Context: an optimization exercise on an open-source flow, tuned for small area, a short achievable clock period and few clock cycles. The choices shown serve that exercise and are no tape-out recipe. Only simulation tests tie the RTL to the original design; equivalence was not proved. Power is estimated from default activity; no workload was simulated.

--- design/flow/design.v ---
module cn_codec (
    input  wire        clk,
    input  wire        rst,
    input  wire        cmd_valid,
    input  wire [31:0] cmd_word,
    input  wire [31:0] opa_addr,
    input  wire [31:0] opa_len,
    input  wire [31:0] opa_dst,
    input  wire [7:0]  opa_flags,
    input  wire [31:0] opa_seqack,
    output reg         busy,
    output wire [7:0]  res_code,
    output reg  [31:0] res_len,
    output reg  [15:0] res_cksum,
    output reg  [31:0] res_hdr0,
    output reg  [31:0] res_hdr1,
    output reg  [8:0]  res_hdr2,
    output wire        mem_req,
    output wire        mem_we,
    output wire [31:0] mem_addr,
    output wire [7:0]  mem_wdata,
    input  wire        mem_gnt,
    input  wire        mem_rvalid,
    input  wire [7:0]  mem_rdata
);
    function [32:0] bk_carry(input [31:0] g, input [31:0] p, input ci, input integer W);
        reg [31:0] G, P;
        integer i, l, d;
        begin
            G = g;
            P = p;
            G[0] = g[0] | (p[0] & ci);
            P[0] = 1'b0;
            for (l = 0; l < 5; l = l + 1) begin
                d = 1 << l;
                for (i = 0; i < 32; i = i + 1)
                    if (i < W && ((i + 1) % (2 * d)) == 0) begin
                        G[i] = G[i] | (P[i] & G[i - d]);
                        P[i] = P[i] & P[i - d];
                    end
            end
            for (l = 3; l >= 0; l = l - 1) begin
                d = 1 << l;
                for (i = 0; i < 32; i = i + 1)
                    if (i < W && ((i + 1) % (2 * d)) == d && i >= 2 * d) begin
                        G[i] = G[i] | (P[i] & G[i - d]);
                        P[i] = P[i] & P[i - d];
                    end
            end
            bk_carry[0] = ci;
            for (i = 1; i <= 32; i = i + 1)
                bk_carry[i] = G[i - 1];
        end
    endfunction
    function [31:0] step32(input [31:0] x, input dn);
        reg [32:0] c;
        begin
            c = bk_carry(32'd0, x ^ {32{dn}}, 1'b1, 32);
            step32 = x ^ c[31:0];
        end
    endfunction
    function [15:0] dec16(input [15:0] x);
        reg [32:0] c;
        begin
            c = bk_carry(32'd0, {16'd0, ~x}, 1'b1, 16);
            dec16 = x ^ c[15:0];
        end
    endfunction
    function [32:0] add32(input [31:0] a, input [31:0] b, input ci);
        reg [32:0] c;
        begin
            c = bk_carry(a & b, a ^ b, ci, 32);
            add32 = {c[32], (a ^ b) ^ c[31:0]};
        end
    endfunction
    function [16:0] add16(input [15:0] a, input [15:0] b, input ci);
        reg [32:0] c;
        begin
            c = bk_carry({16'd0, a & b}, {16'd0, a ^ b}, ci, 16);
            add16 = {c[16], (a ^ b) ^ c[15:0]};
        end
    endfunction
    localparam LIM = 7;    
    reg [1:0] rc;
    assign res_code = {4'd0, rc[1], ~rc[1] & rc[0], ~rc[1] & rc[0], rc[0]};
    localparam CHK1 = 0;   
    localparam CHK2 = 1;   
    localparam CHK3 = 2;   
    localparam RUN  = 3;   
    localparam DH0  = 4;   
    localparam DH1  = 5;   
    localparam DH2  = 6;   
    localparam EH   = 7;   
    localparam FIN1 = 8;   
    localparam FIN2 = 9;
    reg [9:0]  ph;
    reg        aok, nbig, nlt9, nhz, lbad, l9;    
    reg        is_ck, is_enc, is_dec;             
    reg        ill;       
    reg        dh;        
    reg [31:0] P;         
    reg [31:0] Q;         
    reg [39:0] X;         
    reg        rq, wq;    
    reg        rmore;     
    reg [2:0]  om;        
    reg [1:0]  cred;      
    reg        lb;        
    reg [7:0]  rb;        
    reg        rbv;
    reg [7:0]  f0, f1, f2;    
    reg [2:0]  wp, rp;        
    reg [1:0]  fc;
    reg [15:0] acc;       
    reg        cy;
    reg        hi;        
    reg        skip;      
    reg        nz;        
    wire [31:0] pr_x = ~(P ^ res_len);
    wire [31:0] pr_o = P | res_len;
    wire [32:0] sum  = add32(pr_x, {pr_o[30:0], 1'b0}, 1'b0);
    wire        r_zero = (res_len == 32'd0);
    wire        s_ok = r_zero | ~(sum[32] & pr_o[31]);
    wire [31:0] Pnx  = step32(P, is_enc);
    wire [31:0] Qdec = step32(Q, 1'b1);
    wire        qhi0 = (Q[31:1] == 31'd0);
    wire rd_g = rq & mem_gnt;
    wire wr_g = wq & mem_gnt;
    wire [15:0] W = res_len[31:16];    
    wire [15:0] Wdec = dec16(W);
    wire last_rd  = is_ck ? (qhi0 & Q[0]) : (W == 16'd10);
    wire       run     = ph[RUN];
    wire       rmore_n = rmore & ~(rd_g & last_rd);
    wire [2:0] om_n    = om + {2'd0, rd_g} - {2'd0, mem_rvalid};
    wire       push    = mem_rvalid & is_enc;
    wire       pop     = wr_g & run;
    wire [1:0] fc_n    = fc + {1'b0, push} - {1'b0, pop};
    wire [1:0] cred_n  = cred + {1'b0, rd_g & is_enc} - {1'b0, pop};
    wire       rd_ok   = rmore_n & (cred_n != 2'd3);
    wire        take   = rbv & ~dh;
    wire        role   = hi & ~lb;
    wire        hiE    = take & role;
    wire        loE    = take & ~role;
    wire [15:0] addend = {rb & {8{hiE}}, rb & {8{loE}}};
    wire [16:0] asum   = add16(acc, addend, cy);
    wire [15:0] ck     = ~acc;
    wire [15:0] ckf    = nz ? ck : 16'd0;
    reg [7:0] xin;
    always @(*) begin
        case (W[1:0])
        2'b01:   xin = res_len[7:0];
        2'b00:   xin = res_len[15:8];
        2'b11:   xin = ckf[7:0];
        default: xin = ckf[15:8];
        endcase
    end
    assign mem_req   = rq | wq;
    assign mem_we    = wq;
    assign mem_addr  = wq ? Q : P;
    assign mem_wdata = ({8{ph[EH]}} & X[7:0]) | ({8{rp[0]}} & f0) |
                       ({8{rp[1]}} & f1) | ({8{rp[2]}} & f2);
    wire [15:0] L     = res_hdr0[31:16];
    wire [15:0] Lm9   = add16(L, 16'hFFF7, 1'b0);
    wire        l_lt9 = (L[15:4] == 12'd0) & ~(L[3] & (L[2:0] != 3'd0));
    wire [16:0] n_l   = add16(res_len[15:0], ~L, 1'b1);
    wire        l_gtn = ~nhz & ~n_l[16];
    wire        n_lt9 = (res_len[31:4] == 28'd0) & ~(res_len[3] & (res_len[2:0] != 3'd0));
    wire        n_big = (res_len[31:16] != 16'd0) |
                        ((res_len[15:4] == 12'hFFF) & (res_len[3] | (&res_len[2:0])));
    wire [15:0] Np9   = add16(res_len[15:0], 16'd9, 1'b0);
    always @(posedge clk) begin
        rb  <= mem_rdata;
        rbv <= mem_rvalid;
        if (push && wp[0]) f0 <= mem_rdata;
        if (push && wp[1]) f1 <= mem_rdata;
        if (push && wp[2]) f2 <= mem_rdata;
        if (busy && (ph[CHK1] || ph[DH1])) begin
            {cy, acc} <= 17'd0;
            nz        <= 1'b0;
            hi        <= 1'b1;
            skip      <= 1'b0;
        end else begin
            {cy, acc} <= asum;
            if (take) begin
                nz <= 1'b1;
                if (skip) skip <= 1'b0;
                else      hi   <= ~hi;
            end
            if (busy && ph[CHK3]) begin
                hi   <= 1'b0;
                skip <= ~res_len[0];
            end
        end
        if (!busy) begin
            P <= opa_addr;
            Q <= (cmd_word[1:0] == 2'd2) ? opa_dst : opa_len;
            X <= {opa_seqack[15:0], opa_seqack[31:16], opa_flags};
        end else begin
            if ((ph[CHK1] || ph[CHK2]) && is_enc) begin
                P <= Q;
                Q <= sum[31:0];
            end
            if (run && rd_g)
                P <= Pnx;
            if ((run || ph[EH]) && (is_enc ? wr_g : rd_g))
                Q <= Qdec;
            if (ph[EH] && wr_g)
                X <= {xin, X[39:8]};
        end
    end
    always @(posedge clk) begin
        if (rst) begin
            busy      <= 1'b0;
            rc        <= 2'd0;
            res_len   <= 32'd0;
            res_cksum <= 16'd0;
            res_hdr0  <= 32'd0;
            res_hdr1  <= 32'd0;
            res_hdr2  <= 9'd0;
            rq        <= 1'b0;
            wq        <= 1'b0;
            rmore     <= 1'b0;
            om        <= 3'd0;
            fc        <= 2'd0;
            cred      <= 2'd0;
            dh        <= 1'b0;
            lb        <= 1'b0;
        end else if (!busy) begin
            if (cmd_valid) begin
                busy    <= 1'b1;
                ph      <= 10'd1 << CHK1;
                is_ck   <= (cmd_word[1:0] == 2'd1);
                is_enc  <= (cmd_word[1:0] == 2'd2);
                is_dec  <= (cmd_word[1:0] == 2'd3);
                ill     <= (cmd_word[31:2] != 30'd0) | (cmd_word[1:0] == 2'd0);
                res_len <= opa_len;
            end
        end else begin
            if (ph[CHK1]) begin
                aok  <= s_ok;
                nbig <= n_big;
                nlt9 <= n_lt9;
                nhz  <= (res_len[31:16] != 16'd0);
                if (is_enc)
                    res_len[15:0] <= Np9;
                ph <= 10'd1 << CHK2;
            end
            if (ph[CHK2]) begin
                aok <= s_ok;
                if (ill) begin
                    rc      <= 2'd1;
                    res_len <= 32'd0;
                    busy    <= 1'b0;
                end else if (!aok || (is_enc && nbig)) begin
                    rc      <= 2'd2;
                    res_len <= 32'd0;
                    busy    <= 1'b0;
                end else if (is_ck) begin
                    rmore <= ~(qhi0 & ~Q[0]);
                    rq    <= ~(qhi0 & ~Q[0]);
                    ph    <= 10'd1 << RUN;
                end else if (is_enc) begin
                    res_len[31:16] <= res_len[15:0];
                    ph <= 10'd1 << CHK3;
                end else begin  
                    if (nlt9) begin
                        rc      <= 2'd3;
                        res_len <= 32'd0;
                        busy    <= 1'b0;
                    end else begin
                        dh    <= 1'b1;
                        res_len[31:16] <= 16'd18;
                        rmore <= 1'b1;
                        rq    <= 1'b1;
                        ph    <= 10'd1 << RUN;
                    end
                end
            end
            if (ph[CHK3]) begin
                if (!aok) begin
                    rc      <= 2'd2;
                    res_len <= 32'd0;
                    busy    <= 1'b0;
                end else begin
                    rmore <= (W != 16'd9);
                    rq    <= (W != 16'd9);
                    wp    <= 3'b001;
                    rp    <= 3'b001;
                    ph    <= 10'd1 << RUN;
                end
            end
            if (run) begin
                if (rd_g && !is_ck)
                    res_len[31:16] <= Wdec;
                rmore <= rmore_n;
                om    <= om_n;
                fc    <= fc_n;
                cred  <= cred_n;
                lb    <= ~is_enc & ~rmore_n & (om_n == 3'd0);
                if (push) wp <= {wp[1:0], wp[2]};
                if (pop)  rp <= {rp[1:0], rp[2]};
                if (is_enc) begin
                    rq <= rd_ok;
                    wq <= ~rd_ok & (fc_n != 2'd0);
                    if (!rmore_n && om_n == 3'd0 && fc_n == 2'd0) begin
                        wq <= 1'b1;
                        rp <= 3'b000;
                        ph <= 10'd1 << EH;
                    end
                end else begin
                    rq <= rmore_n & (om_n < LIM);
                    if (!rmore_n && om_n == 3'd0)
                        ph <= dh ? (10'd1 << DH0) : (10'd1 << FIN1);
                end
            end
            if (ph[DH0])
                ph <= 10'd1 << DH1;
            if (ph[DH1]) begin
                dh   <= 1'b0;
                lbad <= l_lt9 | l_gtn;
                l9   <= (L == 16'd9);
                ph   <= 10'd1 << DH2;
            end
            if (ph[DH2]) begin
                if (lbad) begin
                    rc       <= 2'd3;
                    res_len  <= 32'd0;
                    res_hdr2[8] <= 1'b0;
                    busy     <= 1'b0;
                end else begin
                    res_len <= {L, Lm9};
                    rmore   <= ~l9;
                    rq      <= ~l9;
                    ph      <= 10'd1 << RUN;
                end
            end
            if (ph[EH]) begin
                if (wr_g) begin
                    res_len[31:16] <= Wdec;
                    if (W[3:0] == 4'd1) begin
                        wq   <= 1'b0;
                        rc   <= 2'd0;
                        busy <= 1'b0;
                    end
                end
            end
            if (ph[FIN1] && !rbv)
                ph <= 10'd1 << FIN2;
            if (ph[FIN2]) begin
                rc   <= 2'd0;
                busy <= 1'b0;
                if (is_dec)
                    res_len[31:16] <= 16'd0;
                if (is_ck)
                    res_cksum <= ck;
                else
                    res_hdr2[8] <= (ckf == res_hdr0[15:0]);
            end
            if (dh && rbv) begin
                res_hdr0[15:8]  <= res_hdr0[7:0];
                res_hdr0[7:0]   <= res_hdr0[31:24];
                res_hdr0[31:24] <= res_hdr0[23:16];
                res_hdr0[23:16] <= res_hdr1[15:8];
                res_hdr1[15:8]  <= res_hdr1[7:0];
                res_hdr1[7:0]   <= res_hdr1[31:24];
                res_hdr1[31:24] <= res_hdr1[23:16];
                res_hdr1[23:16] <= res_hdr2[7:0];
                res_hdr2[7:0]   <= rb;
            end
        end
    end
endmodule
--- design/flow/run.sh ---
#!/bin/bash
# synth_recipe.tcl (not shown) runs the flow's synth.tcl, then flattens the netlist and writes it again
# the make line also repeats each setting of config.mk as NAME=value (left out here)
make -C /OpenROAD-flow-scripts/flow DESIGN_CONFIG=/design/flow/config.mk WORK_HOME=/design/flow/orfs CLKGATE_MAP_FILE= SYNTH_SCRIPT=/design/flow/synth_recipe.tcl finish
--- design/flow/config.mk ---
export PLATFORM = sky130hd
export DESIGN_NAME = cn_codec
export DESIGN_NICKNAME = cn_codec
export VERILOG_FILES = /design/flow/design.v
export SDC_FILE = /design/flow/constraint.sdc
export NUM_CORES = 4
export LEC_CHECK = 0
export CAP_MARGIN = 20
export CORE_MARGIN = 2
export CORE_UTILIZATION = 40
export PLACE_DENSITY = 0.6
export SETUP_SLACK_MARGIN = 4.8
export SLEW_MARGIN = 20
--- design/flow/constraint.sdc ---
create_clock -name core_clock -period 8.0 [get_ports {clk}]
set_input_delay 1.6000 -clock core_clock [delete_from_list [all_inputs] [get_ports {clk}]]
set_output_delay 1.6000 -clock core_clock [all_outputs]
set_load 0.01 [all_outputs]
==> flow_summary.ini, run 1 <==
[cts]
numClockSinks = 319
cts_tree = built
cts_root_buf = clkbuf_16
cts_hold_buf = 0
clk_path_buf_depth = 3
clock_latency_ps = 580
numCtsBuffers = 39
clk_pin_slew_worst_paths_ps = 60
htree_num_levels = 2

[power_and_ir_drop]
power_frac_seq = 0.380
power_frac_clock = 0.315
pwr-share-comb = 0.305
switchingPower_mw = 1.886
p_leak_nw = 11.26
p_per_area_nw_per_um2 = 199.1
ir_worst_vdd_mv = 0.1355
p_int_mw = 3.702
swShare = 0.3374

[routing]
ant_nets = 0
first_pass_iters = 6
vias = 19960
drt_iter0_drc = 2160
wl_um = 78990
viasPerCell = 5.739
wl_per_cell_um = 22.71
drc_errors = 0

[grt]
antenna_found_initial = 0
gr-total-overflow = 0
grt_max_degree = 107
grt_usage = 0.2851
grt_pass1_vias = 19440
grt_pass1_wl_um = 117500

[critical_path]
worstRegToRegCells = 16
start_kind = flop
arrival_ps = 3800
cp-end-kind = flop
reg2reg_slack_ps = 4470
crit_path_max_fanout = 3
path_class = flop to flop
r2r_start = P[4]
worst-endpoint-required_ps = 8270
r2r-end = Q[30]

[timing]
worst_pin_slew_ps = 1152
setup_violations = 0
whs_ps = 467.3
timing.fmax_ghz = 0.2829
rsz0062_at_grt = true
skew_ps = 28.36
timing.final.crit_share = 0.4418
post-route-min-period_ps = 3534
worst_slack_ps = 4466
finalHoldViolCount = 0
report.final.slew_viol_count = 0
setup_tns_ps = 0
max_slew_margin = 0.2302

[synth]
ys_ff_latch = 319
synth_simple_gate_area_share = 0.1633
synth_xor_xnor_area_share = 0.04480
synth_top_family_by_area = compound AO/OA/AOI/OAI gates
postSynthAreaPerCell_um2 = 8.689
dominantRegCellSynth = dfxtp_1
synth_area_um2 = 20720
seq_area_frac_synth = 0.3825
synthDistinctLibCells = 75
synth-adder-area-share = 0.1129
synth_compound_area_frac = 0.1797
async_flop_share = 0
yosys_warnings = 1
synth_edf_count = 154
syn_inst = 2385
muxShareOfSynthArea = 0.05470

[run]
drv_cap = 0

[die]
initial_utilization = 0.4040
die_x_um = 231.6
die_height_um = 231.6
io_pins = 353
die-area_um2 = 53650
coreArea_um2 = 51300
rows = 83

[placed_design]
io_buffers = 348
gp_congestion = 0.9337
post_dp_cell_area_um2 = 24920
dp_cells = 3292
dp_slack_ps = 3045
hpwl_um = 55440

[hold_path]
worstHoldPathType = flop to flop
worstHoldPathCells = 2
worst_hold_startpoint = res_hdr1[20]
whs_endpoint = res_hdr1[28]

[final_layout]
layout-drive-gt1-share = 0.1898
final_cells = 3478
diodes = 0
fin_area_um2 = 28070
area.growth.synth_to_final_pct = 35.43
final_nets = 3121

[status]
outcome = no timing/DRC/antenna violations
==> registers in the layout (all words and copies together), names as in the netlist, 2 cells and up <==
| signal | count |
|---|---|
| X | 40 |
| P | 32 |
| Q | 32 |
| res_hdr0 | 32 |
| res_hdr1 | 32 |
| res_len | 32 |
| acc | 16 |
| res_cksum | 16 |
| ph | 10 |
| res_hdr2 | 9 |
| f0 | 8 |
| f1 | 8 |
| f2 | 8 |
| rb | 8 |
| om | 3 |
| rp | 3 |
| wp | 3 |
| cred | 2 |
| fc | 2 |
| rc | 2 |
==> power groups by stage <==
stage	registers (mW)	logic, mW	clock network, mW
6_report	2.12	1.70	1.76
5_1_grt	2.14	1.86	1.84
4_1_cts	2.11	1.60	1.78
3_5_place_dp	2.17	1.43	0
3_3_place_gp	2.16	1.39	0
2_1_floorplan	2.05	0.970	0
==> kinds of logic (layout without fill, tap and decap cells) <==
| kind of cell | count (synthesis) | count (layout) |
|---|---|---|
| AND/OR/NAND/NOR | 739 | 739 |
| AO/OA/AOI/OAI | 604 | 604 |
| buffers and inverters | 336 | 746 |
| flip-flops | 319 | 319 |
| adder cells (fa/ha/maj) | 172 | 172 |
| multiplexers | 108 | 108 |
| XOR/XNOR | 106 | 106 |
| other | 1 | 4 |
==> final cells by class <==
class,instances,area (um^2)
timing repair buffer,480,4643
sequential,319,8053
clock inverter,13,80.08
inverter,195,745.7
clock buffer,58,1162
tap,680,850.8
multi-input combinational,1733,12530
fill,4660,23240
==> worst max-delay path by stage <==
stage / end / startpoint / slack, ps / depth (start not counted)
final: Q[30] / P[4] / 4470 / 16
after global routing: Q[26] / P[6] / 4400 / 16
after CTS: mem_addr[15] / wq / 4550 / 6
after detailed placement: ph[6] / mem_gnt / 3050 / 13
after global placement: ph[6] / mem_gnt / 3160 / 13
after floorplan: ph[8] / mem_gnt / 4010 / 13
==> synth_stat cells, types with 18 or more instances <==
master      n  area (um^2)
a211oi_1   33        247.7
a21o_1     29        217.7
a21oi_1   201         1006
a22oi_1    26        195.2
and2_1     35        219.0
and3_1     27        168.9
clkbuf_1  125        469.2
dfxtp_1   165         3303
edfxtp_1  154         4624
fa_1       25        500.5
ha_1      147         1839
inv_1     193        724.4
mux2_2     42        473.0
mux2i_1    66        660.6
nand2_1   312         1171
nand3_1    45        225.2
nor2_1    174        653.1
nor2b_1    18        112.6
nor3_1     35        175.2
nor4_1     25        156.4
o211ai_1   20        150.1
o21ai_0   162        810.8
o221ai_1   24        210.2
xnor2_1    91        797.0
==> cell usage in the layout, fill, tap and decap left out, drive strengths merged, types with 27 or more instances in the layout <==
master / count
nor2: 174
and3: 27
a21o: 29
o21ai: 168
edfxtp: 154
inv: 197
a211oi: 33
nand3: 45
nor3: 35
clkbuf: 64
clkdlybuf4s50: 243
a21oi: 201
dfxtp: 165
dlygate4sd2: 42
and2: 35
buf: 170
nand2: 312
ha: 147
xnor2: 91
mux2i: 66
mux2: 42
==> critical path, stage by stage, from the launching register on <==
cell and delay, ps:
edfxtp_1 390, inv_2 110, ha_4 290, inv_4 40, ha_4 250, o21ai_2 60, o21ai_2 200, a31oi_4 130
o41a_1 340, buf_6 150, o22ai_4 180, a21oi_4 110, o21a_1 220, fa_2 530, mux2i_1 60, nor2_1 110
a21oi_1 60
==> what timing repair did <==
item / CTS / global route
cloned: 6 / 2
pin swaps: 40 / 19
endpoints found under the setup margin: 276 / 106
gates resized for setup: 396 / 157
buffers inserted: 80 / 27
==> per-layer routing <==
layer / global-route usage / routed length [um] / part of all wire / vias up
met1: 0.3941 / 33880 / 0.43 / 9616
met2: 0.4397 / 34790 / 0.44 / 976
met4: 0.09054 / 2669 / 0.034 / 0
li1: - / - / - / 9208
met5: 0 / 0 / 0 / -
met3: 0.06644 / 7646 / 0.097 / 161
==> per-stage QoR <==
step,power [mW],util
floorplan,3.021,-
global placement,3.553,0.4858
detailed placement,3.594,0.4858
CTS,5.483,0.5330
global route,5.843,0.5471
finish,5.588,0.5471
Testbench counts, summed over its fixed seeds: cycles 157,732.
==> run 2, diff against run 1 <==
==> design/flow/flow/run.sh (new file) <==
#!/bin/bash
set -euo pipefail
export BUFFER_PORTS_ARGS="-buffer_cell sky130_fd_sc_hd__buf_1"
bash standard.sh > standard_flow.log 2>&1
==> design/flow/standard.sh (new file) <==
#!/bin/bash
# synth_recipe.tcl (not shown) runs the flow's synth.tcl, then flattens the netlist and writes it again
# the make line also repeats each setting of config.mk as NAME=value (left out here)
make -C /OpenROAD-flow-scripts/flow DESIGN_CONFIG=/design/flow/config.mk WORK_HOME=/design/flow/orfs CLKGATE_MAP_FILE= SYNTH_SCRIPT=/design/flow/synth_recipe.tcl "${@:-finish}"
removed: design/flow/run.sh
==> run 2 against run 1 <==
Net effect: clock skew increased by 9.4 ps; critical path type is now input port to flop; flip-flop and latch count did not move; critical path depth down 2; still clean on timing, DRC and antenna; synthesized cell count is the same.
==> flow_summary.ini, run 2 <==
[status]
outcome = no timing/DRC/antenna violations

[timing]
worst_slack_ps = 4466
post-route-min-period_ps = 3534
worst_pin_slew_ps = 1102
setup_violations = 0
timing.fmax_ghz = 0.2829
setup_tns_ps = 0
timing.final.crit_share = 0.4418
max_slew_margin = 0.2637
report.final.slew_viol_count = 0
rsz0062_at_grt = true
finalHoldViolCount = 0
skew_ps = 37.78
whs_ps = 467.6

[critical_path]
path_class = input port to flop
cp-end-kind = flop
cp_common_cell = ha_4
arrival_ps = 3890
crit_path_max_fanout = 7
cpPeakStageDelay_ps = 370
worst-endpoint-required_ps = 8350
path_buf_inv = 4
cp_top_family = adder cells
cp_slowest_cell = fa_2
start_kind = input port
crit_chain = buf_12, nand2_8, ha_4, inv_2, ha_4, fa_2, xor2_4, xnor2_2, nor3_2, o21a_2, buf_4, buf_6, and3_4, a21oi_2

[placed_design]
io_buffers = 348
dp_cells = 3292
hpwl_um = 54230
gp_congestion = 0.9655
dp_slack_ps = 3368
post_dp_cell_area_um2 = 22760

[power_and_ir_drop]
total_power_mw = 5.611
p_per_area_nw_per_um2 = 212.8
p_leak_nw = 10.13
ir_worst_vdd_mv = 0.1698

[final_layout]
regArea_um2 = 8009
area.growth.synth_to_final_pct = 27.21
post-route-util = 0.5139
final_cell_mix = buf_1, nand2_1, a21oi_1
final_common_cell = buf_1
multiInputGateArea_um2 = 12750
regMostFlops = X
fillCellCount = 4777
final_cells = 3481
final_nets = 3123
diodes = 0
largest_reg_flops = 40
fin_area_um2 = 26360
layout-drive-gt1-share = 0.1889

[cts]
clock_latency_ps = 600
numCtsBuffers = 40
cts_tree = built
htree_num_levels = 2
numClockSinks = 319
clk_path_buf_depth = 3
clk_pin_slew_worst_paths_ps = 60
cts_root_buf = clkbuf_16

[die]
die-area_um2 = 53650
coreArea_um2 = 51300
die_height_um = 231.6
initial_utilization = 0.4040
rows = 83
io_pins = 353
die_x_um = 231.6

[grt]
grt_pass1_vias = 18960
grt_max_degree = 90
grt_usage = 0.2752
antenna_found_initial = 1
grt_pass1_wl_um = 113500
gr-total-overflow = 0

[synth]
dominantRegCellSynth = dfxtp_1
seq_area_frac_synth = 0.3825
synthTopCellsByArea = edfxtp_1, dfxtp_1, ha_1
synth_top_area_frac = 0.2231
synth.most_common_cell = nand2_1
synth_common_cells = nand2_1, a21oi_1, inv_1
synthDistinctLibCells = 75
synth_area_leader_cell = edfxtp_1
ys_ff_latch = 319
async_flop_share = 0
synth_edf_count = 154
yosys_warnings = 1
syn_inst = 2385
postSynthAreaPerCell_um2 = 8.689
synth_area_um2 = 20720

[routing]
drt_iter0_drc = 2429
viasPerCell = 5.774
first_pass_iters = 5
ant_nets = 0
drc_errors = 0
met2_wirelength_um = 34360
wl_um = 77240
routedLengthMet1_um = 32480
dr_wl_met3_um = 7398
vias = 20100
wl_per_cell_um = 22.19
highest_layer = met4

[run]
drv_cap = 0

[hold_path]
worstHoldPathType = flop to flop
run 2: cell counts after synthesis:
No cell type changed its count.
run 2: kinds of logic after synthesis:
group           synth area share
mux                      0.05470
xor+xnor                 0.04480
flops                     0.3825
compound gates            0.1797
fa+ha+maj                 0.1129
simple gates              0.1633
buf+inv                  0.06188
other cells            0.0001810
run 2: worst paths after layout:
| kind | start | to | slack [ps] | cells past startpoint |
|---|---|---|---|---|
| setup reg to reg | P[6] | Q[30] | 4540 | 15 |
| setup / recovery | mem_gnt | rp[1] | 4470 | 14 |
| hold reg to reg | cred[0] | cred[0] | 470 | 2 |
| hold / removal | cred[0] | cred[0] | 470 | 2 |
run 2: cell type report:
class	instances	area share
flip-flops and latches	319	0.3038
clock inverters	17	0.005790
clock buffers	56	0.04333
well taps	680	0.03227
multi-input cells	1734	0.4837
repair buffers	480	0.1029
inverters	195	0.02819
run 2: layer usage:
metal,GRT usage,vias up
met1,0.3762,9663
met4,0.09675,0
met5,0,-
met3,0.06004,176
li1,-,9216
met2,0.4283,1045
run 2: worst reg2reg max path: stages, from the launching register on:
cell	delay, ps
edfxtp_1	440
inv_4	140
ha_4	140
inv_1	60
ha_4	280
o211ai_1	90
nand2_1	150
a31oi_4	110
o41a_1	440
o22ai_4	230
a21oi_4	100
o21a_1	220
fa_2	530
mux2i_1	60
nor2_1	110
a21oi_1	50
run 2: timing repair:
| item | CTS | global route |
|---|---|---|
| hold buffers | 0 | 0 |
| pin swaps | 38 | 42 |
| resized for setup | 168 | 213 |
| buffers inserted | 71 | 37 |
| endpoints found under the hold margin | 0 | 0 |
| setup endpoints to repair | 127 | 105 |
| cloned | 5 | 3 |
run 2: power by group:
group	internal [mW]	total (mW)	switching, mW
combinational	0.756	1.66	0.904
clock	1.01	1.81	0.796
sequential	1.89	2.14	0.250
total	3.66	5.61	1.95
==> run 3, diff against run 2 <==
--- a/design/flow/config.mk
+++ b/design/flow/config.mk
@@ -8,6 +8,7 @@
 export CAP_MARGIN = 20
 export CORE_MARGIN = 2
 export CORE_UTILIZATION = 40
+export CTS_BUF_LIST = sky130_fd_sc_hd__clkbuf_4
 export PLACE_DENSITY = 0.6
 export SETUP_SLACK_MARGIN = 4.8
 export SLEW_MARGIN = 20
==> run 3 against run 2 <==
Net effect: total power shrank 4.2%; global-route usage up 0.37 points; still clean; register-to-register slack got worse by 60 ps.
==> flow_summary.ini, run 3 <==
[grt]
antenna_found_initial = 2
grt_usage = 0.2789
grt_pass1_vias = 19550
gr-total-overflow = 0
grt_max_degree = 90
grt_pass1_wl_um = 114600

[synth]
synthTopCellsByArea = edfxtp_1, dfxtp_1, ha_1
synth_edf_count = 154
async_flop_share = 0
synth_common_cells = nand2_1, a21oi_1, inv_1
postSynthAreaPerCell_um2 = 8.689
synth_area_um2 = 20720
synth_area_leader_cell = edfxtp_1
ys_ff_latch = 319
synth.most_common_cell = nand2_1
syn_inst = 2385
yosys_warnings = 1
seq_area_frac_synth = 0.3825
synth_top_area_frac = 0.2231
synthDistinctLibCells = 75
dominantRegCellSynth = dfxtp_1

[die]
initial_utilization = 0.4040
io_pins = 353
die-area_um2 = 53650
coreArea_um2 = 51300
die_x_um = 231.6
die_height_um = 231.6
rows = 83

[placed_design]
io_buffers = 348
hpwl_um = 54230
dp_slack_ps = 3368
gp_congestion = 0.9655

[critical_path]
start_kind = flop
crit_path_max_fanout = 3
worst-endpoint-required_ps = 8560
path_class = flop to flop
arrival_ps = 4080
cp-end-kind = flop

[routing]
wl_per_cell_um = 21.68
vias = 20450
ant_nets = 0
wl_um = 77630
viasPerCell = 5.712
first_pass_iters = 8
drt_iter0_drc = 2228
drc_errors = 0

[run]
drv_cap = 0

[timing]
whs_ps = 468.1
max_slew_margin = 0.2524
timing.final.crit_share = 0.4396
worst_slack_ps = 4483
post-route-min-period_ps = 3517
report.final.slew_viol_count = 0
finalHoldViolCount = 0
rsz0062_at_grt = true
worst_pin_slew_ps = 1119
timing.fmax_ghz = 0.2844
setup_violations = 0
skew_ps = 102.0
setup_tns_ps = 0

[cts]
clk_path_buf_depth = 3
cts_tree = built
htree_num_levels = 3
clk_pin_slew_worst_paths_ps = 80
numClockSinks = 319
clock_latency_ps = 910
cts_root_buf = clkbuf_4
numCtsBuffers = 94

[final_layout]
final_nets = 3167
regMostFlops = X
final_common_cell = nand2_1
final_cell_mix = nand2_1, buf_1, a21oi_1
largest_reg_flops = 40
layout-drive-gt1-share = 0.2167
post-route-util = 0.5078
area.growth.synth_to_final_pct = 25.71

[status]
outcome = no timing/DRC/antenna violations

[hold_path]
worstHoldPathType = flop to flop

[power_and_ir_drop]
ir_worst_vdd_mv = 0.1031
p_leak_nw = 10.08
p_per_area_nw_per_um2 = 206.3
==> run 3: cell counts after synthesis <==
Identical to the previous run, type by type.
==> run 3: area by class of cell <==
class | count | area, um^2
Fill cell | 4893 | 25250
Antenna cell | 6 | 15.01
Multi-Input combinational cell | 1733 | 12500
Inverter | 195 | 750.7
Timing Repair Buffer | 471 | 2674
Clock inverter | 41 | 188.9
Sequential cell | 319 | 8058
Clock buffer | 135 | 1013
Tap cell | 680 | 850.8
==> run 3: cell families after synthesis <==
kind of cell / synth area share
other: 0.0001810
multiplexers: 0.05470
XOR/XNOR: 0.04480
adder cells (fa/ha/maj): 0.1129
AND/OR/NAND/NOR: 0.1633
flip-flops: 0.3825
AO/OA/AOI/OAI: 0.1797
buffers and inverters: 0.06188
==> run 3: through the flow <==
| step | power [mW] | std cells | instance area, um^2 |
|---|---|---|---|
| global placement | 3.444 | 3292 | 22760 |
| CTS | 5.278 | 3541 | 25340 |
| global route | 5.671 | 3580 | 26050 |
| finish | 5.374 | 3580 | 26050 |
| detailed placement | 3.493 | 3292 | 22760 |
| floorplan | 3.021 | 2388 | 21020 |
==> run 3: worst paths after layout <==
kind | startpoint | end | slack (ps) | cells past startpoint
setup / recovery | P[1] | Q[30] | 4480 | 15
hold / removal | cred[0] | cred[0] | 470 | 2
setup reg to reg | P[1] | Q[30] | 4480 | 15
hold reg to reg | cred[0] | cred[0] | 470 | 2
==> run 3: what timing repair did <==
item	in CTS	in global routing
setup buffers	70	31
pin swaps	37	50
hold buffers	0	0
cloned	3	2
endpoints found under the hold margin	0	0
resized for setup	281	124
setup endpoints to repair	164	105
==> run 3: critical path, stage by stage, from the launching register on <==
cell      delay, ps
edfxtp_1        430
inv_2           160
ha_4            170
inv_4            30
ha_4            260
a211oi_4         60
o21ai_2         210
a31oi_4         130
o41a_1          440
o22ai_4         220
a21oi_4         100
o21a_1          210
fa_2            530
mux2i_1          70
nor2_1          130
a21oi_1          60
==> run 3: report_power, final <==
group          switching (mW)  leakage, nW  internal, mW
registers               0.234         2.91          1.89
clock network           0.800        0.710         0.787
logic                   0.906         6.46         0.757
==> run 3: per-layer routing <==
metal | GRT usage | vias to the layer above | wire, um
li1 | - | 9372 | -
met1 | 0.3764 | 9779 | 32610
met2 | 0.4292 | 1107 | 34610
met3 | 0.06718 | 192 | 7511
met4 | 0.1110 | 0 | 2894
met5 | 0 | - | 0
==> run 4, diff against run 3 <==
--- a/design/flow/config.mk
+++ b/design/flow/config.mk
@@ -10,5 +10,5 @@
 export CORE_UTILIZATION = 40
 export CTS_BUF_LIST = sky130_fd_sc_hd__clkbuf_4
 export PLACE_DENSITY = 0.6
-export SETUP_SLACK_MARGIN = 4.8
+export SETUP_SLACK_MARGIN = 4.5
 export SLEW_MARGIN = 20
==> run 4 against run 3 <==
Net effect: still clean on timing, DRC and antenna; sequential share of layout area rose by 0.48 points; count of clock-buffer cells in the layout rose by 15; combinational power fell by 8%; core utilization fell by 1.1 points; via count fell by 2.2%; worst hold slack improved by 0.78 ps; design area fell by 2.2%; global-route usage fell by 0.52 points.
==> flow_summary.ini, run 4 <==
[status]
outcome = no timing/DRC/antenna violations

[final_layout]
regMostFlops = X
fillCellCount = 4944
final_nets = 3147
final_cell_mix = buf_1, nand2_1, a21oi_1
layout-drive-gt1-share = 0.1830
final_common_cell = buf_1
largest_reg_flops = 40
regArea_um2 = 8004
area.growth.synth_to_final_pct = 22.98
final_cells = 3554
multiInputGateArea_um2 = 12290

[synth]
dominantRegCellSynth = dfxtp_1
synthTopCellsByArea = edfxtp_1, dfxtp_1, ha_1
synth_simple_gate_area_share = 0.1633
synth_area_leader_cell = edfxtp_1
synth_top_area_frac = 0.2231
synth.most_common_cell = nand2_1
ys_ff_latch = 319
synth_common_cells = nand2_1, a21oi_1, inv_1
syn_inst = 2385
synth-adder-area-share = 0.1129
synth_xor_xnor_area_share = 0.04480
muxShareOfSynthArea = 0.05470
seq_area_frac_synth = 0.3825
synthDistinctLibCells = 75
synth_compound_area_frac = 0.1797
async_flop_share = 0
synth_area_um2 = 20720
synth_top_family_by_area = compound AO/OA/AOI/OAI gates
postSynthAreaPerCell_um2 = 8.689
yosys_warnings = 1
synth_edf_count = 154

[critical_path]
arrival_ps = 1980
cp_top_family = buffers and inverters
r2r-end = Q[30]
startpoint = wq
crit_chain = buf_12, buf_4, nand2_1, o21ai_0, buf_2
start_kind = flop
crit_path_max_fanout = 10
r2r_start = P[3]
cp_slowest_cell = dfxtp_4
crit_cells = 5
path_class = flop to output pin
reg2reg_slack_ps = 4500
worstRegToRegCells = 16
path_buf_inv = 3
cpPeakStageDelay_ps = 460
crit_end = mem_addr[31]
worst-endpoint-required_ps = 6400
cp-end-kind = output pin

[routing]
wl_um = 76030
vias = 20000
first_pass_iters = 5
wl_per_cell_um = 21.39
ant_nets = 0
drc_errors = 0
drt_iter0_drc = 1850
viasPerCell = 5.627

[timing]
report.final.slew_viol_count = 0
post-route-min-period_ps = 3583
skew_ps = 104.2
finalHoldViolCount = 0
max_slew_margin = 0.2527
worst_slack_ps = 4417
whs_ps = 468.9
rsz0062_at_grt = true
worst_pin_slew_ps = 1119
setup_violations = 0
timing.final.crit_share = 0.4479
timing.fmax_ghz = 0.2791
setup_tns_ps = 0

[die]
initial_utilization = 0.4040
die_height_um = 231.6
rows = 83
die-area_um2 = 53650
coreArea_um2 = 51300
die_x_um = 231.6
io_pins = 353

[placed_design]
hpwl_um = 53690
dp_slack_ps = 3388
io_buffers = 348
gp_congestion = 0.9544
dp_cells = 3293

[grt]
grt_usage = 0.2737
gr-total-overflow = 0
grt_max_degree = 109
grt_pass1_wl_um = 112800
grt_pass1_vias = 19120
antenna_found_initial = 2

[power_and_ir_drop]
p_leak_nw = 9.918
p_per_area_nw_per_um2 = 208.5
ir_worst_vdd_mv = 0.1429

[hold_path]
worstHoldPathCells = 2
worstHoldPathType = flop to flop

[run]
drv_cap = 0

[cts]
clock_latency_ps = 900
numClockSinks = 319
clk_path_buf_depth = 3
cts_tree = built
htree_num_levels = 3
cts_root_buf = clkbuf_4
cts_hold_buf = 0
numCtsBuffers = 94
clk_pin_slew_worst_paths_ps = 70
run 4: cell counts after synthesis:
Identical to the previous run, type by type.
run 4: worst min path at each step:
stage,startpoint,end,slack [ps]
finish,cred[0],cred[0],470
detailed placement,res_hdr1[11],res_hdr0[19],460
global route,res_hdr1[13],res_hdr0[21],490
global placement,cred[0],cred[0],450
CTS,res_hdr1[13],res_hdr0[21],470
floorplan,rb[1],res_hdr2[1],440
run 4: final cells by class:
cell class,instances,area share
Tap cell,680,0.03338
Sequential cell,319,0.3141
Timing Repair Buffer,450,0.09151
Clock inverter,21,0.004664
Multi-Input combinational cell,1734,0.4823
Inverter,195,0.02936
Clock buffer,150,0.04418
Antenna cell,5,0.0004909
run 4: cell families after synthesis:
| family | count (synthesis) |
|---|---|
| buf+inv | 336 |
| fa+ha+maj | 172 |
| other cells | 1 |
| mux | 108 |
| compound gates | 604 |
| xor+xnor | 106 |
| simple gates | 739 |
| flops | 319 |
run 4: metal layers:
metal,track usage,vias to the layer above,wire length [um]
met5,0,-,0
met4,0.1160,0,3312
met3,0.06250,207,6941
met2,0.4181,955,33670
met1,0.3713,9514,32110
li1,-,9321,-
run 4: what timing repair did:
item | CTS | global route
resized for setup | 180 | 116
cloned | 5 | 2
pin swaps | 16 | 20
setup endpoints to repair | 74 | 70
setup buffers | 50 | 27
run 4: worst register-to-register path, stage by stage, from the launching register on:
cell and delay (ps):
edfxtp_1 410, inv_4 90, ha_4 270, inv_2 40
ha_4 280, o21ai_4 60, o21ai_2 180, a31oi_4 130
o41a_1 330, buf_6 140, o22ai_4 150, a21oi_2 110
o21a_1 210, fa_2 520, mux2i_1 60, nor2_1 110
a21oi_1 50
run 4: report_power, final:
group	internal, mW	switching, mW	total [mW]
clock network	0.853	0.796	1.65
registers	1.89	0.242	2.13
logic	0.680	0.852	1.53
total	3.42	1.89	5.31
run 4: through the flow:
stage / utilization / total power, mW / instance area (um^2)
6_report: 0.4968 / 5.313 / 25490
5_1_grt: 0.4967 / 5.606 / 25480
4_1_cts: 0.4837 / 5.204 / 24810
3_5_place_dp: 0.4402 / 3.441 / 22580
3_3_place_gp: 0.4401 / 3.396 / 22580
2_1_floorplan: - / 2.988 / 20840
==> run 5, diff against run 4 <==
--- a/design/flow/config.mk
+++ b/design/flow/config.mk
@@ -7,8 +7,8 @@
 export LEC_CHECK = 0
 export CAP_MARGIN = 20
 export CORE_MARGIN = 2
-export CORE_UTILIZATION = 40
+export CORE_UTILIZATION = 65
 export CTS_BUF_LIST = sky130_fd_sc_hd__clkbuf_4
-export PLACE_DENSITY = 0.6
+export PLACE_DENSITY = 0.85
 export SETUP_SLACK_MARGIN = 4.5
 export SLEW_MARGIN = 20
==> run 5 against run 4 <==
Net effect: still clean; die area decreased by 38%; sequential power about the same; maximum frequency down 2.3%; register-to-register slack worse by 170 ps; critical endpoint is now Q[25]; largest power group unchanged.
==> flow_summary.ini, run 5 <==
[final_layout]
final_cell_mix = buf_1, nand2_1, a21oi_1
final_nets = 3119
final_common_cell = buf_1
fillCellCount = 2236
regMostFlops = X
area.growth.synth_to_final_pct = 17.79
layout-drive-gt1-share = 0.1415
largest_reg_flops = 40
regArea_um2 = 8005
multiInputGateArea_um2 = 12100

[synth]
synth_area_um2 = 20720
seq_area_frac_synth = 0.3825
synth_area_leader_cell = edfxtp_1
synth_common_cells = nand2_1, a21oi_1, inv_1
synthDistinctLibCells = 75
dominantRegCellSynth = dfxtp_1
ys_ff_latch = 319
yosys_warnings = 1
synth_top_area_frac = 0.2231
async_flop_share = 0
syn_inst = 2385
synthTopCellsByArea = edfxtp_1, dfxtp_1, ha_1
synth_edf_count = 154
postSynthAreaPerCell_um2 = 8.689
synth.most_common_cell = nand2_1

[die]
rows = 65
die-area_um2 = 33330
initial_utilization = 0.6584
die_height_um = 182.6
die_x_um = 182.6
coreArea_um2 = 31470
io_pins = 353

[timing]
post-route-min-period_ps = 3666
timing.final.crit_share = 0.4583
max_slew_margin = 0.2623
timing.fmax_ghz = 0.2728
finalHoldViolCount = 0
setup_tns_ps = 0
report.final.slew_viol_count = 0
skew_ps = 72.36
worst_pin_slew_ps = 1107
setup_violations = 0
worst_slack_ps = 4334
whs_ps = 454.7
rsz0062_at_grt = true

[power_and_ir_drop]
p_per_area_nw_per_um2 = 211.1
p_leak_nw = 9.382
ir_worst_vdd_mv = 0.1079

[critical_path]
arrival_ps = 4130
start_kind = flop
path_class = flop to flop
cp-end-kind = flop
worst-endpoint-required_ps = 8460
crit_path_max_fanout = 4

[grt]
grt_usage = 0.4150
grt_pass1_wl_um = 107500
grt_pass1_vias = 19340
grt_max_degree = 81
antenna_found_initial = 1
gr-total-overflow = 0

[run]
drv_cap = 0

[cts]
clk_path_buf_depth = 3
numClockSinks = 319
htree_num_levels = 3
cts_root_buf = clkbuf_4
cts_hold_buf = 0
clock_latency_ps = 770
clk_pin_slew_worst_paths_ps = 70
cts_tree = built
numCtsBuffers = 86

[routing]
ant_nets = 0
drc_errors = 0
drt_iter0_drc = 2764
viasPerCell = 6.462
vias = 20880
wl_per_cell_um = 22.45
wl_um = 72520
first_pass_iters = 8

[placed_design]
dp_slack_ps = 3418
gp_congestion = 1.014
hpwl_um = 50580
io_buffers = 348

[status]
outcome = no timing/DRC/antenna violations

[hold_path]
worstHoldPathType = flop to flop
-- run 5: metrics by stage --
stage	cell area (um^2)	cells	util	power [mW]
6_report	24410	3231	0.7756	5.154
3_3_place_gp	22200	3011	0.7054	3.360
3_5_place_dp	22200	3011	0.7054	3.423
5_1_grt	24410	3230	0.7755	5.380
2_1_floorplan	20840	2388	-	2.988
4_1_cts	23790	3188	0.7558	4.966
-- run 5: power by group --
| group | leakage [nW] | switching [mW] | total (mW) | internal (mW) |
|---|---|---|---|---|
| sequential | 2.89 | 0.232 | 2.12 | 1.89 |
| combinational | 5.84 | 0.878 | 1.55 | 0.674 |
| clock | 0.651 | 0.720 | 1.48 | 0.761 |
| total | 9.38 | 1.83 | 5.15 | 3.32 |
-- run 5: final timing paths --
check / startpoint / end / slack (ps) / depth (start not counted)
setup / recovery: P[7] / Q[25] / 4330 / 16
setup reg to reg: P[7] / Q[25] / 4330 / 16
hold reg to reg: res_hdr1[15] / res_hdr0[23] / 450 / 2
hold / removal: res_hdr1[15] / res_hdr0[23] / 450 / 2
-- run 5: cells by family after synthesis --
logic type / Yosys count / share of synthesized area
adders and majority gates: 172 / 0.1129
xor gates and xnor gates: 106 / 0.04480
muxes: 108 / 0.05470
AOI/OAI and AO/OA: 604 / 0.1797
buffers and inverters: 336 / 0.06188
other: 1 / 0.0001810
and+or+nand+nor: 739 / 0.1633
DFF: 319 / 0.3825
-- run 5: cell type report --
cell class,count,area share
repair buffers,431,0.08078
inverters,195,0.03081
well taps,402,0.02061
clock inverters,20,0.004664
flip-flops and latches,319,0.3280
multi-input cells,1733,0.4955
diodes,3,0.0003075
clock buffers,128,0.03937
-- run 5: critical path: stages, from the launching register on --
cell and delay [ps]:
edfxtp_1 420, inv_2 150, ha_1 250, inv_1 100, ha_4 230, a21oi_1 190
nand2_1 150, a31oi_4 220, o41a_1 190, buf_6 150, o22ai_4 80, a31o_4 240
buf_4 130, fa_1 390, xor2_1 200, o211ai_1 170, o21ai_1 110
-- run 5: timing repair --
| item | 4_1_cts | 5_1_grt |
|---|---|---|
| pin swaps | 7 | 21 |
| endpoints found under the hold margin | 0 | 0 |
| resized for setup | 84 | 75 |
| buffers inserted | 29 | 40 |
| cloned | 0 | 0 |
| setup endpoints to repair | 113 | 91 |
-- run 5: metal layers --
metal  wire [um]  global-route usage
met5           0                   0
met1       27250              0.5536
met4        3506              0.1784
met3        9971              0.1139
met2       31790              0.6360
==> run 6, diff against run 5 <==
--- a/design/flow/config.mk
+++ b/design/flow/config.mk
@@ -7,8 +7,8 @@
 export LEC_CHECK = 0
 export CAP_MARGIN = 20
 export CORE_MARGIN = 2
-export CORE_UTILIZATION = 65
-export CTS_BUF_LIST = sky130_fd_sc_hd__clkbuf_4
-export PLACE_DENSITY = 0.85
+export CORE_UTILIZATION = 55
+export CTS_BUF_LIST = sky130_fd_sc_hd__clkbuf_8
+export PLACE_DENSITY = 0.75
 export SETUP_SLACK_MARGIN = 4.5
 export SLEW_MARGIN = 20
==> run 6 against run 5 <==
Net effect: still clean on timing, DRC and antenna; critical path depth shrank 1; flip-flop and latch count is the same; core utilization decreased by 12 points; register-to-register slack better by 180 ps.
==> flow_summary.ini, run 6 <==
[grt]
grt_pass1_vias = 18750
grt_max_degree = 101
gr-total-overflow = 0
antenna_found_initial = 0
grt_pass1_wl_um = 105300
grt_usage = 0.3485

[die]
rows = 71
coreArea_um2 = 37400
initial_utilization = 0.5541
die_x_um = 198.1
io_pins = 353
die-area_um2 = 39250
die_height_um = 198.1

[synth]
synth_compound_area_frac = 0.1797
postSynthAreaPerCell_um2 = 8.689
synth_top_area_frac = 0.2231
synth-adder-area-share = 0.1129
synth_edf_count = 154
synthDistinctLibCells = 75
synth_area_um2 = 20720
ys_ff_latch = 319
muxShareOfSynthArea = 0.05470
synthTopCellsByArea = edfxtp_1, dfxtp_1, ha_1
synth_common_cells = nand2_1, a21oi_1, inv_1
async_flop_share = 0
synth_simple_gate_area_share = 0.1633
synth_area_leader_cell = edfxtp_1
synth_top_family_by_area = compound AO/OA/AOI/OAI gates
yosys_warnings = 1
synth.most_common_cell = nand2_1
syn_inst = 2385
seq_area_frac_synth = 0.3825
synth_xor_xnor_area_share = 0.04480
dominantRegCellSynth = dfxtp_1

[critical_path]
cp-end-kind = flop
cp_slowest_cell = fa_2
cpPeakStageDelay_ps = 510
crit_path_max_fanout = 3
worst-endpoint-required_ps = 8350
arrival_ps = 3830
start_kind = flop
cp_common_cell = inv_2
path_class = flop to flop
crit_chain = inv_2, ha_4, inv_2, ha_2, o211ai_1, nand2_1, a31oi_4, o41a_1, o22ai_4, a21oi_2, buf_4, fa_2, mux2i_1, nor2_1, a21oi_1

[final_layout]
post-route-util = 0.6592
area.growth.synth_to_final_pct = 18.97
fin_area_um2 = 24650
final_cell_mix = buf_1, nand2_1, a21oi_1
multiInputGateArea_um2 = 12080
final_common_cell = buf_1
final_nets = 3081
regArea_um2 = 8001
largest_reg_flops = 40
fillCellCount = 3035
regMostFlops = X
diodes = 0
layout-drive-gt1-share = 0.1250

[power_and_ir_drop]
pwr-share-comb = 0.286
switchingPower_mw = 1.837
swShare = 0.3454
p_leak_nw = 9.405
p_per_area_nw_per_um2 = 215.7
power_frac_clock = 0.316
p_int_mw = 3.482
power_frac_seq = 0.398
ir_worst_vdd_mv = 0.1680

[routing]
drt_iter0_drc = 2322
first_pass_iters = 6
ant_nets = 0
wl_per_cell_um = 21.73
viasPerCell = 6.074
vias = 19970
drc_errors = 0
wl_um = 71430

[timing]
setup_violations = 0
finalHoldViolCount = 0
skew_ps = 41.74
whs_ps = 447.5
post-route-min-period_ps = 3483
report.final.slew_viol_count = 0
timing.final.crit_share = 0.4353
timing.fmax_ghz = 0.2871
worst_pin_slew_ps = 1136
rsz0062_at_grt = true
max_slew_margin = 0.2407
setup_tns_ps = 0

[placed_design]
gp_congestion = 1.001
io_buffers = 348
hpwl_um = 50640
post_dp_cell_area_um2 = 22370

[run]
drv_cap = 0

[cts]
clk_path_buf_depth = 3
clk_pin_slew_worst_paths_ps = 70
cts_root_buf = clkbuf_8
numClockSinks = 319
cts_tree = built
clock_latency_ps = 670
numCtsBuffers = 57
htree_num_levels = 2

[hold_path]
worstHoldPathType = flop to flop

[status]
outcome = no timing/DRC/antenna violations
## run 6: cell types whose count changed in the layout (fill, tap and decap cells not counted), moves of 4 or more
cell / previous run / this run
clkbuf_8: 0 / 70
clkbuf_4: 130 / 1
inv_2: 24 / 30
clkinv_1: 13 / 4
buf_4: 77 / 69
inv_1: 166 / 175
clkinv_2: 2 / 12
buf_6: 5 / 1
## run 6: routing by layer
metal / wire length [um] / global-route usage / vias up
met5: 0 / 0 / -
met4: 3028 / 0.1440 / 0
met3: 7934 / 0.08210 / 208
met2: 31940 / 0.5427 / 1178
met1: 28520 / 0.4660 / 9458
li1: - / - / 9122
## run 6: what timing repair did
action,in CTS,in global routing
hold buffers,0,0
pin swaps,14,22
buffers inserted,31,24
gates resized for setup,91,70
gates cloned,0,1
setup endpoints to repair,98,75
## run 6: cell families after synthesis
group / count (synthesis)
other: 1
buffers and inverters: 336
adder cells (fa/ha/maj): 172
AND/OR/NAND/NOR: 739
flip-flops: 319
AO/OA/AOI/OAI: 604
XOR/XNOR: 106
multiplexers: 108
## run 6: layout make-up
class / count / share of cell area
Multi-Input combinational cell: 1733 / 0.4899
Sequential cell: 319 / 0.3245
Timing Repair Buffer: 422 / 0.07942
Clock buffer: 70 / 0.03908
Inverter: 195 / 0.02994
Tap cell: 511 / 0.02593
Clock inverter: 37 / 0.01122
## run 6: power groups by stage
stage	Sequential (mW)	Combinational, mW	Clock (mW)
4_1_cts	2.11	1.38	1.69
5_1_grt	2.13	1.67	1.76
3_3_place_gp	2.14	1.21	0
6_report	2.12	1.52	1.68
3_5_place_dp	2.15	1.27	0
2_1_floorplan	2.05	0.937	0
## run 6: path summary, 6_finish.rpt
| path | from | endpoint | slack, ps | depth (start not counted) |
|---|---|---|---|---|
| worst max-delay path | P[6] | Q[28] | 4520 | 15 |
| worst max register to register | P[6] | Q[28] | 4520 | 15 |
| worst min register to register | res_hdr1[22] | res_hdr1[30] | 450 | 2 |
| worst min-delay path | res_hdr1[22] | res_hdr1[30] | 450 | 2 |
## run 6: per-stage QoR
stage               setup slack [ps]  cells  power [mW]
detailed placement              3481   3124       3.419
global placement                3581   3124       3.359
CTS                             4487   3262       5.177
finish                          4517   3287       5.319
global route                    4410   3287       5.563
floorplan                       4010   2388       2.988
## run 6: worst max-delay path: cells and delay by family, from the launching register on
kind | cells | cell delay, ps
AO/OA/AOI/OAI | 6 | 1020
adder cells (fa/ha/maj) | 3 | 1110
buffers and inverters | 3 | 300
flip-flops | 1 | 380
multiplexers | 1 | 70
AND/OR/NAND/NOR | 2 | 270
==> run 7, diff against run 6 <==
--- a/design/flow/config.mk
+++ b/design/flow/config.mk
@@ -8,7 +8,7 @@
 export CAP_MARGIN = 20
 export CORE_MARGIN = 2
 export CORE_UTILIZATION = 55
-export CTS_BUF_LIST = sky130_fd_sc_hd__clkbuf_8
+export CTS_BUF_LIST = sky130_fd_sc_hd__clkbuf_4
 export PLACE_DENSITY = 0.75
 export SETUP_SLACK_MARGIN = 4.5
 export SLEW_MARGIN = 20
==> run 7 against run 6 <==
Net effect: largest cell class unchanged; register-to-register slack better by 30 ps; non-clock buffer count is 5 higher; die area stayed put; routed wire length is 0.87% higher.
==> flow_summary.ini, run 7 <==
[status]
outcome = no timing/DRC/antenna violations

[placed_design]
dp_cells = 3124
dp_slack_ps = 3481
io_buffers = 348
post_dp_cell_area_um2 = 22370
hpwl_um = 50640
gp_congestion = 1.001

[die]
coreArea_um2 = 37400
die-area_um2 = 39250
initial_utilization = 0.5541
rows = 71
io_pins = 353
die_height_um = 198.1
die_x_um = 198.1

[timing]
setup_violations = 0
worst_slack_ps = 4527
timing.final.crit_share = 0.4341
post-route-min-period_ps = 3473
whs_ps = 469.1
worst_pin_slew_ps = 1135
skew_ps = 56.63
finalHoldViolCount = 0
rsz0062_at_grt = true
max_slew_margin = 0.2410
timing.fmax_ghz = 0.2879
setup_tns_ps = 0
report.final.slew_viol_count = 0

[synth]
async_flop_share = 0
synth_simple_gate_area_share = 0.1633
synth_compound_area_frac = 0.1797
synth_area_leader_cell = edfxtp_1
muxShareOfSynthArea = 0.05470
syn_inst = 2385
ys_ff_latch = 319
synthDistinctLibCells = 75
synth_top_area_frac = 0.2231
synth_area_um2 = 20720
synth_xor_xnor_area_share = 0.04480
yosys_warnings = 1
seq_area_frac_synth = 0.3825
synth_top_family_by_area = compound AO/OA/AOI/OAI gates
postSynthAreaPerCell_um2 = 8.689
synthTopCellsByArea = edfxtp_1, dfxtp_1, ha_1
synth_edf_count = 154
dominantRegCellSynth = dfxtp_1
synth_common_cells = nand2_1, a21oi_1, inv_1
synth-adder-area-share = 0.1129
synth.most_common_cell = nand2_1

[final_layout]
final_cell_mix = buf_1, nand2_1, a21oi_1
final_nets = 3120
fin_area_um2 = 24590
final_cells = 3349
final_common_cell = buf_1
largest_reg_flops = 40
area.growth.synth_to_final_pct = 18.65
multiInputGateArea_um2 = 12000
regArea_um2 = 8001
regMostFlops = X
post-route-util = 0.6575
layout-drive-gt1-share = 0.1436
fillCellCount = 3103

[routing]
drc_errors = 0
viasPerCell = 6.078
drt_iter0_drc = 2469
vias = 20360
wl_um = 72050
ant_nets = 0
first_pass_iters = 6
wl_per_cell_um = 21.51

[power_and_ir_drop]
p_per_area_nw_per_um2 = 210.9
total_power_mw = 5.186
ir_worst_vdd_mv = 0.1135
p_leak_nw = 9.460

[critical_path]
cp_slowest_cell = edfxtp_1
cpPeakStageDelay_ps = 400
crit_chain = inv_2, buf_4, o21ai_0, buf_1
cp-end-kind = output pin
start_kind = flop
path_class = flop to output pin
crit_path_max_fanout = 2
cp_top_family = buffers and inverters
arrival_ps = 1870
path_buf_inv = 3
worst-endpoint-required_ps = 6400

[grt]
grt_pass1_vias = 19140
met2_usage = 0.5504
antenna_found_initial = 3
use_met3 = 0.08840
gr-total-overflow = 0
busiest_layer = met2
grt_max_degree = 101
grt_pass1_wl_um = 106900
use_met1 = 0.4721
grt_usage = 0.3543

[run]
drv_cap = 0

[cts]
numClockSinks = 319
htree_num_levels = 3
cts_root_buf = clkbuf_4
clk_path_buf_depth = 3
cts_tree = built
clk_pin_slew_worst_paths_ps = 70
clock_latency_ps = 820
numCtsBuffers = 90
cts_hold_buf = 0

[hold_path]
worstHoldPathType = flop to flop
-- run 7: cell counts after synthesis --
Identical to the previous run, type by type.
-- run 7: area by class of cell --
cell class | instances | share of cell area
Multi-Input combinational cell | 1734 | 0.4881
Sequential cell | 319 | 0.3254
Inverter | 195 | 0.02992
Clock buffer | 136 | 0.04152
Tap cell | 511 | 0.02600
Clock inverter | 23 | 0.005343
Timing Repair Buffer | 427 | 0.08330
Antenna cell | 4 | 0.0004071
-- run 7: final timing paths --
path,start,endpoint,slack [ps],cells after the start
worst max-delay path,P[1],mem_addr[1],4530,4
worst min-delay path,res_hdr1[10],res_hdr0[18],470,2
worst max register to register,P[14],Q[30],4550,15
worst min register to register,res_hdr1[10],res_hdr0[18],470,2
-- run 7: routing by layer --
metal | share of wire | wire [um]
met1 | 0.39 | 28020
met2 | 0.45 | 32090
met3 | 0.12 | 8683
met4 | 0.045 | 3251
met5 | 0.00011 | 8
-- run 7: tightest hold or removal path, stage by stage (launching register included) --
cell     delay [ps]
dfxtp_1         320
nand2_1          60
a21oi_1          50
-- run 7: power by group --
group	switching (mW)	total, mW	internal, mW
Combinational	0.851	1.52	0.665
Sequential	0.224	2.11	1.89
Clock	0.751	1.56	0.806
Total	1.83	5.19	3.36
-- run 7: what timing repair did --
action                                  in CTS  in global routing
endpoints found under the setup margin      73                 90
gates resized for setup                    122                 48
gates cloned                                 1                  3
buffers inserted                            32                 26
pin swaps                                   14                  9
-- run 7: kinds of logic after synthesis --
group | Yosys count
and+or+nand+nor | 739
AOI/OAI and AO/OA | 604
buffers and inverters | 336
DFF | 319
adders and majority gates | 172
muxes | 108
xor gates and xnor gates | 106
other | 1
==> run 8, diff against run 7 <==
==> design/flow/flow/run.sh (replaced) <==
#!/bin/bash
set -euo pipefail
export BUFFER_PORTS_ARGS="-buffer_cell sky130_fd_sc_hd__buf_1"
export CTS_ARGS="-sink_clustering_enable -repair_clock_nets -dont_use_dummy_load -buf_list sky130_fd_sc_hd__clkbuf_4"
bash standard.sh > standard_flow.log 2>&1
==> run 8 against run 7 <==
Net effect: still clean on timing, DRC and antenna; first-iteration DRC count decreased by 2.0%; via count decreased by 0.47%; routed wire length increased by 0.24%; cell count decreased by 1.9%; total power decreased by 6.7%; design area decreased by 1.3%; maximum frequency decreased by 2.4%; critical endpoint is now Q[28]; largest power group unchanged.
==> flow_summary.ini, run 8 <==
[status]
outcome = no timing/DRC/antenna violations

[cts]
numCtsBuffers = 90
clk_pin_slew_worst_paths_ps = 60
numClockSinks = 319
cts_root_buf = clkbuf_4
cts_tree = built
clk_path_buf_depth = 3
htree_num_levels = 3
clock_latency_ps = 780

[synth]
synth_area_leader_cell = edfxtp_1
synth_top_area_frac = 0.2231
postSynthAreaPerCell_um2 = 8.689
ys_ff_latch = 319
async_flop_share = 0
synth_common_cells = nand2_1, a21oi_1, inv_1
synth_area_um2 = 20720
seq_area_frac_synth = 0.3825
synth_edf_count = 154
syn_inst = 2385
dominantRegCellSynth = dfxtp_1
synthDistinctLibCells = 75
yosys_warnings = 1
synth.most_common_cell = nand2_1
synthTopCellsByArea = edfxtp_1, dfxtp_1, ha_1

[die]
die_x_um = 198.1
io_pins = 353
initial_utilization = 0.5541
coreArea_um2 = 37400
die_height_um = 198.1
die-area_um2 = 39250
rows = 71

[grt]
antenna_found_initial = 2
grt_max_degree = 101
grt_pass1_wl_um = 105800
grt_pass1_vias = 18980
gr-total-overflow = 0
grt_usage = 0.3514

[timing]
setup_tns_ps = 0
report.final.slew_viol_count = 0
finalHoldViolCount = 0
worst_pin_slew_ps = 1167
post-route-min-period_ps = 3560
rsz0062_at_grt = true
skew_ps = 62.22
timing.final.crit_share = 0.4450
worst_slack_ps = 4440
setup_violations = 0
max_slew_margin = 0.2196
timing.fmax_ghz = 0.2809

[final_layout]
fillCellCount = 3128
final_cell_mix = buf_1, nand2_1, a21oi_1
fin_area_um2 = 24270
regMostFlops = X
final_nets = 3130
area.growth.synth_to_final_pct = 17.11
layout-drive-gt1-share = 0.1359
regArea_um2 = 8005
multiInputGateArea_um2 = 12080
largest_reg_flops = 40
final_common_cell = buf_1

[critical_path]
cp-end-kind = flop
arrival_ps = 4010
worst-endpoint-required_ps = 8450
start_kind = flop
crit_path_max_fanout = 4
r2r_start = P[12]
reg2reg_slack_ps = 4440
path_class = flop to flop
r2r-end = Q[28]
worstRegToRegCells = 15

[hold_path]
whs_endpoint = res_hdr1[30]
worstHoldPathType = flop to flop
worstHoldPathCells = 2
worst_hold_startpoint = res_hdr1[22]

[routing]
wl_um = 72220
drt_iter0_drc = 2419
drc_errors = 0
vias = 20260
ant_nets = 0
viasPerCell = 6.164
first_pass_iters = 7
wl_per_cell_um = 21.97

[power_and_ir_drop]
p_per_area_nw_per_um2 = 199.3
p_leak_nw = 9.261
ir_worst_vdd_mv = 0.1279
total_power_mw = 4.838

[placed_design]
gp_congestion = 1.001
dp_slack_ps = 3481
io_buffers = 348
post_dp_cell_area_um2 = 22370
hpwl_um = 50640

[run]
drv_cap = 0
[run 8: layer usage]
layer | wire length [um] | up-vias | part of all wire | GRT usage
met4 | 3445 | 2 | 0.048 | 0.1515
met3 | 8691 | 234 | 0.12 | 0.08772
met2 | 31980 | 1320 | 0.44 | 0.5432
li1 | - | 9199 | - | -
met1 | 28100 | 9506 | 0.39 | 0.4676
met5 | 8 | - | 0.00011 | 0
[run 8: cells by family (layout without fill, tap and decap cells)]
kind of cell | Yosys count | count (layout) | share of synthesized area
AO/OA/AOI/OAI | 604 | 605 | 0.1797
XOR/XNOR | 106 | 106 | 0.04480
adder cells (fa/ha/maj) | 172 | 172 | 0.1129
buffers and inverters | 336 | 722 | 0.06188
flip-flops | 319 | 319 | 0.3825
multiplexers | 108 | 108 | 0.05470
other | 1 | 5 | 0.0001810
AND/OR/NAND/NOR | 739 | 739 | 0.1633
[run 8: through the flow]
step	utilization	hold WS [ps]	instances
finish	0.6489	450.6	3287
global placement	0.5981	451.5	3124
detailed placement	0.5981	456.3	3124
floorplan	-	435.7	2388
global route	0.6489	469.1	3287
CTS	0.6325	445.7	3251
[run 8: repair_timing]
item,in CTS,in global routing
setup buffers,35,33
resized for setup,117,79
setup endpoints to repair,71,64
hold buffers,0,0
gates cloned,2,2
pin swaps,10,17
[run 8: worst max-delay path by stage]
stage	from	end	slack [ps]	cells past startpoint
2_1_floorplan	mem_gnt	ph[8]	4010	13
3_3_place_gp	mem_gnt	ph[6]	3580	13
3_5_place_dp	mem_gnt	ph[6]	3480	13
4_1_cts	busy	busy	4380	2
5_1_grt	P[4]	Q[8]	4420	19
6_report	P[12]	Q[28]	4440	15
[run 8: critical path, stage by stage, from the launching register on]
cell and delay [ps]:
edfxtp_1 410, inv_2 170, ha_4 230, inv_1 60, ha_1 210, o21ai_1 140, o2bb2ai_2 160, o41a_1 530
o22ai_4 190, buf_6 140, a21oi_4 60, buf_6 130, fa_2 510, mux2i_1 80, nor2_1 150, a21oi_1 70
[run 8: final cells by class]
class	count	share of cell area
tap	511	0.02634
multi-input combinational	1734	0.4978
timing repair buffer	437	0.08759
inverter	195	0.03052
sequential	319	0.3298
antenna	1	0.0001031
clock buffer	90	0.02784
[run 8: power breakdown]
part	total, mW	switching [mW]	internal (mW)
clock	1.16	0.653	0.507
combinational	1.56	0.872	0.690
sequential	2.12	0.224	1.89
total	4.84	1.75	3.09

## what the ideal ports hide
The flow's constraints put no driver on any port. The routed layouts listed below were extracted and timed again, unchanged, in two steps. Step 1: set_driving_cell puts a clkbuf_16 on clk and a buf_2 on each other input, an assumption about the parent block. Step 2 also shifts input and output timing later by t, the mid clock arrival at the registers, as if the neighbouring blocks saw the same clock. Slacks: ideal ports / drivers / drivers and shift; pairs: ideal ports / drivers.
run | shift t [ns] | slack for setup (ns) | worst setup path after step 2 | worst data-port slew with drivers (ns)
run 1 | 0.623 | 4.466 / 4.466 / 3.910 | input to register | 0.11
run 2 | 0.640 | 4.466 / 4.433 / 3.793 | input to register | 0.09
run 3 | 0.918 | 4.483 / 4.436 / 3.815 | input to register | 0.09
run 4 | 0.902 | 4.417 / 4.360 / 3.650 | input to register | 0.06
run 5 | 0.781 | 4.334 / 4.334 / 3.772 | input to register | 0.08
run 6 | 0.700 | 4.517 / 4.517 / 3.829 | input to register | 0.08
run 7 | 0.843 | 4.527 / 4.475 / 3.724 | input to register | 0.08
run 8 | 0.801 | 4.440 / 4.440 / 3.770 | input to register | 0.07
After both steps setup and hold are still met in every run listed. The setup slack of run 7, which loses most, moves by -0.052 ns with the drivers and by -0.803 ns with both steps.
